Context: an optimization exercise on an open-source flow, tuned for small area, a short achievable clock period and few clock cycles. The choices shown serve that exercise and are no tape-out recipe.
The RTL was checked by simulation tests, not by an equivalence proof against the original design.
Power is estimated from default activity; no workload was simulated.

// msfrx
module msfrx (
    input  wire        clk,
    input  wire        rst,           
    input  wire [1:0]  cmd,           
    input  wire        cancel,
    input  wire        rx_valid,
    input  wire [7:0]  rx_data,
    input  wire        rx_fault,
    output wire        rx_ready,
    output wire        busy,
    output wire        done,
    output wire        ok,
    output wire        err,
    output wire [3:0]  outcome,
    output reg  [8:0]  frame_len,
    input  wire [7:0]  rd_addr,
    output wire [7:0]  rd_data,
    output wire        trk1_present,
    output wire [8:0]  trk1_lo,
    output wire [8:0]  trk1_hi,
    output wire [8:0]  trk1_nf,
    output wire        trk2_present,
    output wire [8:0]  trk2_lo,
    output wire [8:0]  trk2_hi,
    output wire [8:0]  trk2_nf,
    output wire        trk3_present,
    output wire [8:0]  trk3_lo,
    output wire [8:0]  trk3_hi,
    output wire [8:0]  trk3_nf
);
  ...
==> flow/config.mk <==
export PLATFORM = sky130hd
export DESIGN_NAME = msfrx
export DESIGN_NICKNAME = msfrx
export VERILOG_FILES = /design/flow/design.v
export SDC_FILE = /design/flow/constraint.sdc
export NUM_CORES = 4
export LEC_CHECK = 0
export CAP_MARGIN = 5
export CORE_MARGIN = 2
export CORE_UTILIZATION = 65
export CTS_BUF_LIST = sky130_fd_sc_hd__clkbuf_16
export CTS_CLUSTER_DIAMETER = 80
export CTS_CLUSTER_SIZE = 28
export PLACE_DENSITY = 0.7
export SETUP_SLACK_MARGIN = 2.5
export SLEW_MARGIN = 5
==> flow/constraint.sdc <==
create_clock -name core_clock -period 7.0 [get_ports {clk}]
set_input_delay 1.4000 -clock core_clock [delete_from_list [all_inputs] [get_ports {clk}]]
set_output_delay 1.4000 -clock core_clock [all_outputs]
set_load 0.01 [all_outputs]
run.sh (not shown) runs the stock make flow with config.mk's settings and CLKGATE_MAP_FILE= SYNTH_SCRIPT=/design/flow/synth_recipe.tcl, a recipe that flattens the netlist after the stock synthesis.
The baseline produced a clean layout.
Testbench counts at the start, summed over its fixed seeds: cycles 16,388.
Change:
- CAP_MARGIN: 5 -> 20
- CORE_UTILIZATION: 65 -> 78
- PLACE_DENSITY: 0.7 -> 0.82
- SLEW_MARGIN: 5 -> 20
Effect:
- With this change the flow ended with an error in 4_1_cts with DPL-0033
- synthesized area is unchanged
- synthesized cell count stays the same
Change:
- CORE_UTILIZATION: 78 -> 72
- PLACE_DENSITY: 0.82 -> 0.76
The changed run completed without violations.
Synthesized cell count does not change.
Synthesized area is unchanged.
Change:
- CORE_UTILIZATION: 72 -> 65
- GPL_TIMING_DRIVEN: not set -> 0
- PLACE_DENSITY: 0.76 -> 0.7
Effect: Register-to-register slack is worse by 0.72 ns; combinational power increases by about a fifth; routed wire length is higher by a quarter to a third; count of clock-buffer cells in the layout came out higher by 3; power came out higher by a few percent; cell area went up by a few percent; area after synthesis is unchanged; first-iteration DRC count rises by about a fifth; flip-flop and latch count does not change.
Change:
- GPL_TIMING_DRIVEN: 0 -> not set
- PLACE_DENSITY: 0.7 -> 0.8
What happened:
- synthesized cell count does not change
- die area stays the same
- total power came out lower by a few percent
- core utilization came out lower by 1.7 points
- non-clock buffer count came out lower by 157


harbor:
Starting RTL as in the previous note.
Design msfrx, start of the top module:
module msfrx (
    input  wire        clk,
    input  wire        rst,           
    input  wire [1:0]  cmd,           
    input  wire        cancel,
    input  wire        rx_valid,
    input  wire [7:0]  rx_data,
    input  wire        rx_fault,
    output wire        rx_ready,
    output wire        busy,
    output wire        done,
    output wire        ok,
    output wire        err,
    output wire [3:0]  outcome,
    output reg  [8:0]  frame_len,
    input  wire [7:0]  rd_addr,
    output wire [7:0]  rd_data,
    output wire        trk1_present,
    output wire [8:0]  trk1_lo,
    output wire [8:0]  trk1_hi,
    output wire [8:0]  trk1_nf,
    output wire        trk2_present,
    output wire [8:0]  trk2_lo,
    output wire [8:0]  trk2_hi,
    output wire [8:0]  trk2_nf,
    output wire        trk3_present,
    output wire [8:0]  trk3_lo,
    output wire [8:0]  trk3_hi,
    output wire [8:0]  trk3_nf
);
clock: 7.0 ns
lec_check: 0
cap_margin: 20
core_margin: 2
core_utilization: 65
cts_buf_list: sky130_fd_sc_hd__clkbuf_16
cts_cluster_diameter: 80
cts_cluster_size: 28
place_density: 0.7
setup_slack_margin: 1.5
slew_margin: 20
Testbench counts of harbor, summed over its fixed seeds: cycles 16,388.
What raven does differently from harbor at the input level:
- CTS_CLUSTER_SIZE no longer set, was 28
- SETUP_SLACK_MARGIN no longer set, was 1.5
- PLACE_DENSITY now 0.5, was 0.7
- CTS_CLUSTER_DIAMETER no longer set, was 80
- CTS_BUF_LIST no longer set, was sky130_fd_sc_hd__clkbuf_16
- CORE_UTILIZATION now 30, was 65
Results
- raven finished all stages; layout check result: FAIL, due to setup timing.
- Re clock period minus final worst setup slack: raven is 1480 ps up on harbor.
- Standard cell with the maximum stage delay on the critical path: sky130_fd_sc_hd__nor3_1 -> raven, sky130_fd_sc_hd__nor4_4 -> harbor
- Lower final setup slack of the worst path among raven and harbor: raven
- Lower half-perimeter wire length after placement among raven and harbor: harbor
- Synthesized instance count came out exactly the same in raven and harbor.
- Going from harbor to raven, post-route worst hold slack rose 12 ps, final standard cell area without fillers rose 5.6%.
- Sort raven and harbor by utilization of the core after routing asc -> top: raven
- When raven is measured against harbor, its power turns out 24% higher.
--- input diff raven..indigo ---
- an added SETUP_SLACK_MARGIN of 4.0
- an added CTS_BUF_LIST of sky130_fd_sc_hd__clkbuf_16
- an added CTS_CLUSTER_DIAMETER of 80
- a change of CORE_UTILIZATION from 30 to 65
- an added CTS_CLUSTER_SIZE of 28
- a change of PLACE_DENSITY from 0.5 to 0.8
### Flow results
[compare] base=raven new=indigo: area after detailed placement shrank by 3.1%; sequential share of layout area has increased; sequential fraction of the synthesis area now sits at about the same level. Multi-input combinational cell count of indigo is on par with raven. indigo: flow completed, timing, DRC and antenna clean. indigo vs raven — met1 layer usage reported by global route rose 25 points. On sequential cell area, raven tracks indigo almost exactly. In indigo the area growth from synthesis to final layout turned out 1.4 points lower than in raven. The standard cells in indigo occupy less silicon area than those in raven do. The hold slack number comes out higher for raven vs indigo. A standard cell with the maximum stage delay on the critical path of sky130_fd_sc_hd__nor4_4 is what indigo shows, while sky130_fd_sc_hd__nor3_1 belongs to raven.


== run 1 ==
msfrx again, from the RTL that the note above started with.
==> flow/config.mk <==
export PLATFORM = sky130hd
export DESIGN_NAME = msfrx
export DESIGN_NICKNAME = msfrx
export VERILOG_FILES = /design/flow/design.v
export SDC_FILE = /design/flow/constraint.sdc
export NUM_CORES = 4
export LEC_CHECK = 0
export CAP_MARGIN = 20
export CORE_MARGIN = 2
export CORE_UTILIZATION = 65
export CTS_BUF_LIST = sky130_fd_sc_hd__clkbuf_16
export CTS_CLUSTER_DIAMETER = 80
export CTS_CLUSTER_SIZE = 28
export GPL_ROUTABILITY_DRIVEN = 0
export PLACE_DENSITY = 0.8
export SETUP_SLACK_MARGIN = 2.5
export SLEW_MARGIN = 20
==> flow/constraint.sdc <==
create_clock -name core_clock -period 7.0 [get_ports {clk}]
set_input_delay 1.4000 -clock core_clock [delete_from_list [all_inputs] [get_ports {clk}]]
set_output_delay 1.4000 -clock core_clock [all_outputs]
set_load 0.01 [all_outputs]
Testbench counts of run 1, summed over its fixed seeds: cycles 16,388.
#### Input delta (run 2 over run 1)
- removing GPL_ROUTABILITY_DRIVEN (formerly 0)
- changing SETUP_SLACK_MARGIN from 2.5 to 4.0
- changing PLACE_DENSITY from 0.8 to 0.7
Results
Run 1 → run 2: shortest period the worst path allows went down, total power increased about 2.8%, via count decreased by 0.30% relative to the old numbers, final critical-path share of the clock period decreased by 1.3 points relative to the old numbers, global-route usage increased 0.75 points.
Run 1 → run 2: register share of the cell area down 1.6 points, worst slew margin relative to its limit moved down, overall routed net length went up about 2%, buffering stage count on the worst path with inverters included went up by 2.
Relative to run 1, clock share of power has increased by 0.3 points in run 2.
Count of routing violations after the opening detailed-route iteration of run 2 falls short of that of run 1 by more than 10%.
Here is what was changed in the inputs of run 3 compared with run 2.
- removing CTS_CLUSTER_DIAMETER (formerly 80)
- changing CTS_BUF_LIST from sky130_fd_sc_hd__clkbuf_16 to sky130_fd_sc_hd__clkbuf_4 sky130_fd_sc_hd__clkbuf_8
- removing CTS_CLUSTER_SIZE (formerly 28)
- changing SETUP_SLACK_MARGIN from 4.0 to 2.5
==> comparison <==
NOTE HPWL reported at the end of detailed placement run 2->run 3 decreased slightly
The higher final instance area of run 3 and run 2 is in run 3.
Run 3 against run 2: global-route wire length before repair shows a reduction of about 2.4%; core utilization shows an increase of 0.68 points.

## afterwards: timing with drivers on the ports
The flow's constraints put no driver on any port. The routed layouts listed below were extracted and timed again, unchanged, in two steps. Step 1 sets driving cells, clkbuf_16 on the clock port and buf_2 on the other inputs (assumed; they add their load-dependent delay and slew). Step 2 adds t to the input delays and takes it off the output delays; t is the mean of the earliest and latest rising clock arrival at the registers after step 1. Input paths then give back, and output paths get back, about the clock's delay inside the block. Three values: ideal, step 1, step 2; two values: the first two.
| run | t (ns) | setup slack, ns | clock arrival spread, ns | cell pins on the clock port's net |
|---|---|---|---|---|
| the first run of note 1 | 0.808 | 1.478 / 1.233 / 1.233 | 0.032 / 0.032 | 1 |
| the third run of note 1 | 0.810 | 1.403 / 1.183 / 1.183 | 0.056 / 0.056 | 1 |
| the fourth run of note 1 | 0.837 | 1.312 / 1.253 / 1.253 | 0.042 / 0.041 | 1 |
| the fifth run of note 1 | 0.842 | 1.600 / 1.265 / 1.265 | 0.054 / 0.054 | 1 |
| harbor | 0.801 | 1.461 / 1.256 / 1.256 | 0.040 / 0.039 | 1 |
| raven | 0.949 | -0.014 / -0.096 / -0.096 | 0.060 / 0.060 | 1 |
| indigo | 0.812 | 1.557 / 1.159 / 1.159 | 0.062 / 0.062 | 1 |
| run 1 | 0.842 | 1.600 / 1.265 / 1.265 | 0.054 / 0.054 | 1 |
| run 2 | 0.818 | 1.688 / 1.335 / 1.335 | 0.037 / 0.037 | 1 |
| run 3 | 1.079 | 1.587 / 1.222 / 1.222 | 0.064 / 0.064 | 1 |
The setup slack of indigo, which loses most, moves by -0.398 ns with the drivers and by -0.398 ns with both steps.
